This is an optimization exercise on Yosys and OpenROAD, whose aim is small area and few clock cycles per item, not a production implementation. Only simulation tests tie the RTL to the original design; equivalence was not proved. Power figures rest on the tool's default switching activity, not on a simulated workload.

==> design.v <==
module gf16_build_am #(
    parameter [16:0] POLY = 17'h1100B
) (
    input  wire [15:0]  a,
    output wire [255:0] cols
);
    genvar j;
    assign cols[15:0] = a;
    generate
        for (j = 1; j < 16; j = j + 1) begin : xt
            wire [15:0] prev = cols[16*(j-1) +: 16];
            assign cols[16*j +: 16] = {prev[14:0], 1'b0} ^ (POLY[15:0] & {16{prev[15]}});
        end
    endgenerate
endmodule
module gf16_affine_lane (
    input  wire [255:0] cols,
    input  wire [15:0]  s,
    input  wire [15:0]  d,
    input  wire         acc,
    output reg  [15:0]  r
);
    integer j;
    always @* begin
        r = acc ? d : 16'd0;
        for (j = 0; j < 16; j = j + 1)
            r = r ^ (cols[16*j +: 16] & {16{s[j]}});
    end
endmodule
module gf16_affine_chunk #(
    parameter        LANES = 32,
    parameter [16:0] POLY  = 17'h1100B
) (
    input  wire                  clk,
    input  wire                  rst,
    input  wire                  in_valid,
    output wire                  in_ready,
    input  wire [15:0]           in_scalar,
    input  wire                  in_acc,
    input  wire [LANES-1:0]      in_mask,
    input  wire [16*LANES-1:0]   in_src,
    input  wire [16*LANES-1:0]   in_dst,
    output wire                  out_valid,
    input  wire                  out_ready,
    output wire [16*LANES-1:0]   out_data,
    output wire [LANES-1:0]      out_mask
);
    reg         am_valid;
    reg [15:0]  am_scalar;
    reg [255:0] am_cols;
    wire [255:0] new_cols;
    gf16_build_am #(.POLY(POLY)) u_build (.a(in_scalar), .cols(new_cols));
    wire am_hit  = am_valid && (am_scalar == in_scalar);
    wire rebuild = in_valid && !am_hit;
    always @(posedge clk) begin
        if (rst)
            am_valid <= 1'b0;
        else if (rebuild)
            am_valid <= 1'b1;
    end
    always @(posedge clk) begin
        if (rebuild) begin
            am_scalar <= in_scalar;
            am_cols   <= new_cols;
        end
    end
    wire [16*LANES-1:0] lane_res;
    genvar g;
    generate
        for (g = 0; g < LANES; g = g + 1) begin : lane
            gf16_affine_lane u_lane (
                .cols (am_cols),
                .s    (in_src[16*g +: 16]),
                .d    (in_dst[16*g +: 16]),
                .acc  (in_acc),
                .r    (lane_res[16*g +: 16])
            );
        end
    endgenerate
    reg                 out_valid_q;
    reg [16*LANES-1:0]  out_data_q;
    reg [LANES-1:0]     out_mask_q;
    assign in_ready = am_hit && (!out_valid_q || out_ready);
    always @(posedge clk) begin
        if (rst) begin
            out_valid_q <= 1'b0;
        end else if (in_valid && in_ready) begin
            out_valid_q <= 1'b1;
        end else if (out_ready) begin
            out_valid_q <= 1'b0;
        end
    end
    always @(posedge clk) begin
        if (in_valid && in_ready) begin
            out_data_q <= lane_res;
            out_mask_q <= in_mask;
        end
    end
    assign out_valid = out_valid_q;
    assign out_data  = out_data_q;
    assign out_mask  = out_mask_q;
endmodule
==> run.sh <==
#!/bin/bash
# synth_recipe.tcl (not shown) runs the flow's synth.tcl, then flattens the netlist and writes it again
# the make line also repeats each setting of config.mk as NAME=value (left out here)
make -C /OpenROAD-flow-scripts/flow DESIGN_CONFIG=/design/flow/config.mk WORK_HOME=/design/flow/orfs CLKGATE_MAP_FILE= SYNTH_SCRIPT=/design/flow/synth_recipe.tcl finish
==> config.mk <==
export PLATFORM = sky130hd
export DESIGN_NAME = gf16_affine_chunk
export DESIGN_NICKNAME = gf16_affine_chunk
export VERILOG_FILES = /design/flow/design.v
export SDC_FILE = /design/flow/constraint.sdc
export NUM_CORES = 4
export LEC_CHECK = 0
export CAP_MARGIN = 20
export CORE_MARGIN = 2
export CORE_UTILIZATION = 40
export SLEW_MARGIN = 20
==> constraint.sdc <==
create_clock -name core_clock -period 5.0 [get_ports {clk}]
set_input_delay 1.0000 -clock core_clock [delete_from_list [all_inputs] [get_ports {clk}]]
set_output_delay 1.0000 -clock core_clock [all_outputs]
set_load 0.01 [all_outputs]
==> impl_metrics.csv <==
group,metric,value,unit
outcome,status,"finished clean",
yosys,synth.most_common_cell,"nand2_1",
yosys,synthCells,19068,
yosys,synth_commonest_cells,"nand2_1, xnor2_1, xor2_1",
clocking,root_buffer,"clkbuf_16",
sta,tightest_slew,1.22,ns
yosys,synth_area_leaders,"xnor2_1, nand2_1, edfxtp_1",
floorplanning,num_rows,213,
clocking,clkTransAtPathRegs,0.07,ns
grt,antenna_found_initial,141,
critical_path,crit_type,"input pin to output pin",
yosys,syn_nets,20145,
power_and_ir_drop,ir_worst_vdd,0.340,mV
grt,gr-total-overflow,0,
sta,hold_violations,0,
place,place_congestion,0.919,
yosys,yosysTopAreaCellShare,33.6,%
clocking,cts_buffer_depth,4,
grt,grt_usage,38.2,%
flow_run,cap_violations,0,
yosys,synth_largest_area_cell,"xnor2_1",
yosys,yosysSeqAreaShare,13.5,%
sta,fin_crit_sh,87.1,%
sta,tns,0,ns
drt,drt-total-wl,683,mm
sta,period_needed,4.36,ns
sta,max_freq,230,MHz
yosys,yosys_warnings,2,
power_and_ir_drop,finalPower,61.2,mW
layout,nets,20217,
critical_path,ff2ff_setup_slack,1.47,ns
clocking,cts_buffers,93,
clocking,cts_hold_buf,0,
floorplanning,die_area,342000,sq um
clocking,cts_setup_buffers,0,
worst_hold_path,holdCritPathClass,"register to register",
floorplanning,die_h,585,microns
clocking,clock_sinks,607,
yosys,synth_seq_cells,607,
power_and_ir_drop,power.density,394,nW/um^2
floorplanning,boundaryPins,1623,
floorplanning,core,336000,sq um
critical_path,reg2reg_to,"out_data_q[113]",
yosys,syn_area,135000,sq um
grt,grt_pass1_wl,948,mm
sta,setup_violations,0,
layout,nFillCells,33145,
power_and_ir_drop,leakage,60.4,nW
place,io_buffers,1622,
critical_path,r2r_cells,6,
floorplanning,die_w,585,microns
worst_hold_path,hold_path_depth,2,
critical_path,rr_startpoint,"am_scalar[1]",
drt,drt-wirelength-per-cell,28.6,microns
layout,area_delta_synth_final,15.4,%
grt,grt_max_degree,110,
worst_hold_path,hold_end,"am_valid",
layout,layout-drive-gt1-share,2.69,%
sta,fin_skew,0.0580,ns
floorplanning,initial_utilization,40.1,%
clocking,cts_resized,0,
yosys,synth_edf_count,605,
place,detailed_place_hpwl,428,mm
critical_path,critPathMaxFanout,6,
drt,drc_errors,0,
critical_path,cp.required,4.00,ns
critical_path,cp.arrival,3.36,ns
sta,max_slew_margin,18.3,%
yosys,asyncSetResetFlopFracSynth,0,%
critical_path,start_kind,"input pin",
sta,whs,0.507,ns
drt,dr.pass1.iters,6,
yosys,synth_area_per_cell,7.07,sq um
drt,ant_nets,0,
drt,via_per_inst,5.56,
clocking,cts_tree,"done",
drt,num_vias,132519,
worst_hold_path,hold_start,"am_valid",
sta,drv_slew,0,
critical_path,cp-end-kind,"output pin",
layout,fin_util,46.3,%
clocking,cts_max_level,3,
sta,rsz0062_at_grt,"false",
grt,grt_pass1_vias,124140,
yosys,yosysUniqueCellTypes,26,
drt,drt_iter0_drc,18249,
yosys,ys.flop_type,"edfxtp_1",
clocking,clk_latency,0.90,ns
-- registers in the layout (all words and copies together) (netlist names) --
register     count
out_data_q     512
am_cols         46
out_mask_q      32
am_scalar       15
am_valid         1
out_valid_q      1
-- cells in the final DEF, fill, tap and decap left out, types with 3 or more instances in the layout --
master	Yosys	final
clkinv_1	0	8
nand4_1	3	3
buf_12	0	121
clkbuf_1	960	7
clkinvlp_4	0	12
xor2_1	2046	2046
diode_2	0	99
clkinv_4	0	4
nand2_1	8705	8705
xnor2_1	5174	5173
clkbuf_16	0	94
xor2_2	3	3
xnor3_1	512	512
clkdlybuf4s50_1	0	1621
clkinv_2	0	13
edfxtp_1	605	605
inv_1	6	6
xnor2_2	2	3
nor2_1	3	3
buf_8	0	4
bufinv_16	0	18
inv_6	0	9
buf_4	46	225
-- power by group --
part           switching [mW]  leakage (nW)  total, mW  internal, mW
logic                    24.1          53.4       45.6          21.6
clock network            3.14          1.55       7.51          4.37
registers               0.223          5.50       8.09          7.87
-- worst max-delay path, cell delays in order --
cell,delay (ns)
clkdlybuf4s50_1,0.77
xnor2_2,0.17
nand4_1,0.11
nor4_2,0.47
and3b_2,0.29
clkdlybuf4s50_1,0.54
-- how the worst max path moves through the flow --
stage | startpoint | end | slack (ns)
after floorplan | in_scalar[12] | out_data_q[0] | -1.11
after global placement | in_scalar[12] | in_ready | 0.65
after detailed placement | in_scalar[12] | in_ready | 0.64
after CTS | in_scalar[12] | in_ready | 0.63
after global routing | in_scalar[12] | in_ready | 0.51
final | in_scalar[12] | in_ready | 0.64
-- area by class of cell --
class	count	area (sq um)	area share [%]
multi-input cells	16459	108000	69.3
repair buffers	1973	20400	13.1
flip-flops and latches	607	18200	11.7
well taps	4515	5650	3.63
clock buffers	101	2380	1.53
clock inverters	65	856	0.550
diodes	99	248	0.159
inverters	6	22.5	0.0145
-- stage by stage --
step,setup slack [ns],instance area (sq um),std cells
2_1_floorplan,-1.11,135000,19068
3_3_place_gp,0.648,152000,23555
3_5_place_dp,0.645,152000,23560
4_1_cts,0.634,155000,23726
5_1_grt,0.512,155000,23794
6_report,0.644,156000,23825
-- cell families (layout without fill, tap and decap cells) --
group | Yosys count | count (layout) | synth area share [%]
XOR/XNOR | 7741 | 7741 | 55.6
AND/OR/NAND/NOR | 8716 | 8716 | 24.3
other | 0 | 99 | 0
flip-flops | 607 | 607 | 13.5
buffers and inverters | 2002 | 2145 | 6.59
AO/OA/AOI/OAI | 2 | 2 | 0.0102
-- routing by layer --
layer	up-vias	track usage, %	share of wire [%]
met2	10690	56.9	42
li1	56737	-	-
met3	2623	10.3	13
met5	-	0	0.053
met4	60	31.6	9.1
met1	62409	46.0	35
Testbench counts, summed over its fixed seeds: cycles 12,932, beats 11,964.

afterwards: timing with drivers on the ports:
How much do the figures lean on ideal ports? The routed layout below was timed once more, with nothing changed but the port constraints. Step 1 assumes that a clkbuf_16 drives the clock port and a buf_2 every other input. Step 2 adds t to the input delays and takes it off the output delays; t is the mean of the earliest and latest rising clock arrival at the registers after step 1. Input paths then give back, and output paths get back, about the clock's delay inside the block. a / b / c = ideal ports / drivers / drivers and shift; a / b = the first two.
shift t [ns]: 0.980
setup WS [ns]: 0.644 / 0.599 / 0.570
worst setup path at the end: input to register
latest minus earliest clock arrival (ns): 0.065 / 0.065
After both steps this run still meets setup and hold. For this run, drivers alone change the setup slack by -0.045 ns; drivers and shift together by -0.074 ns.
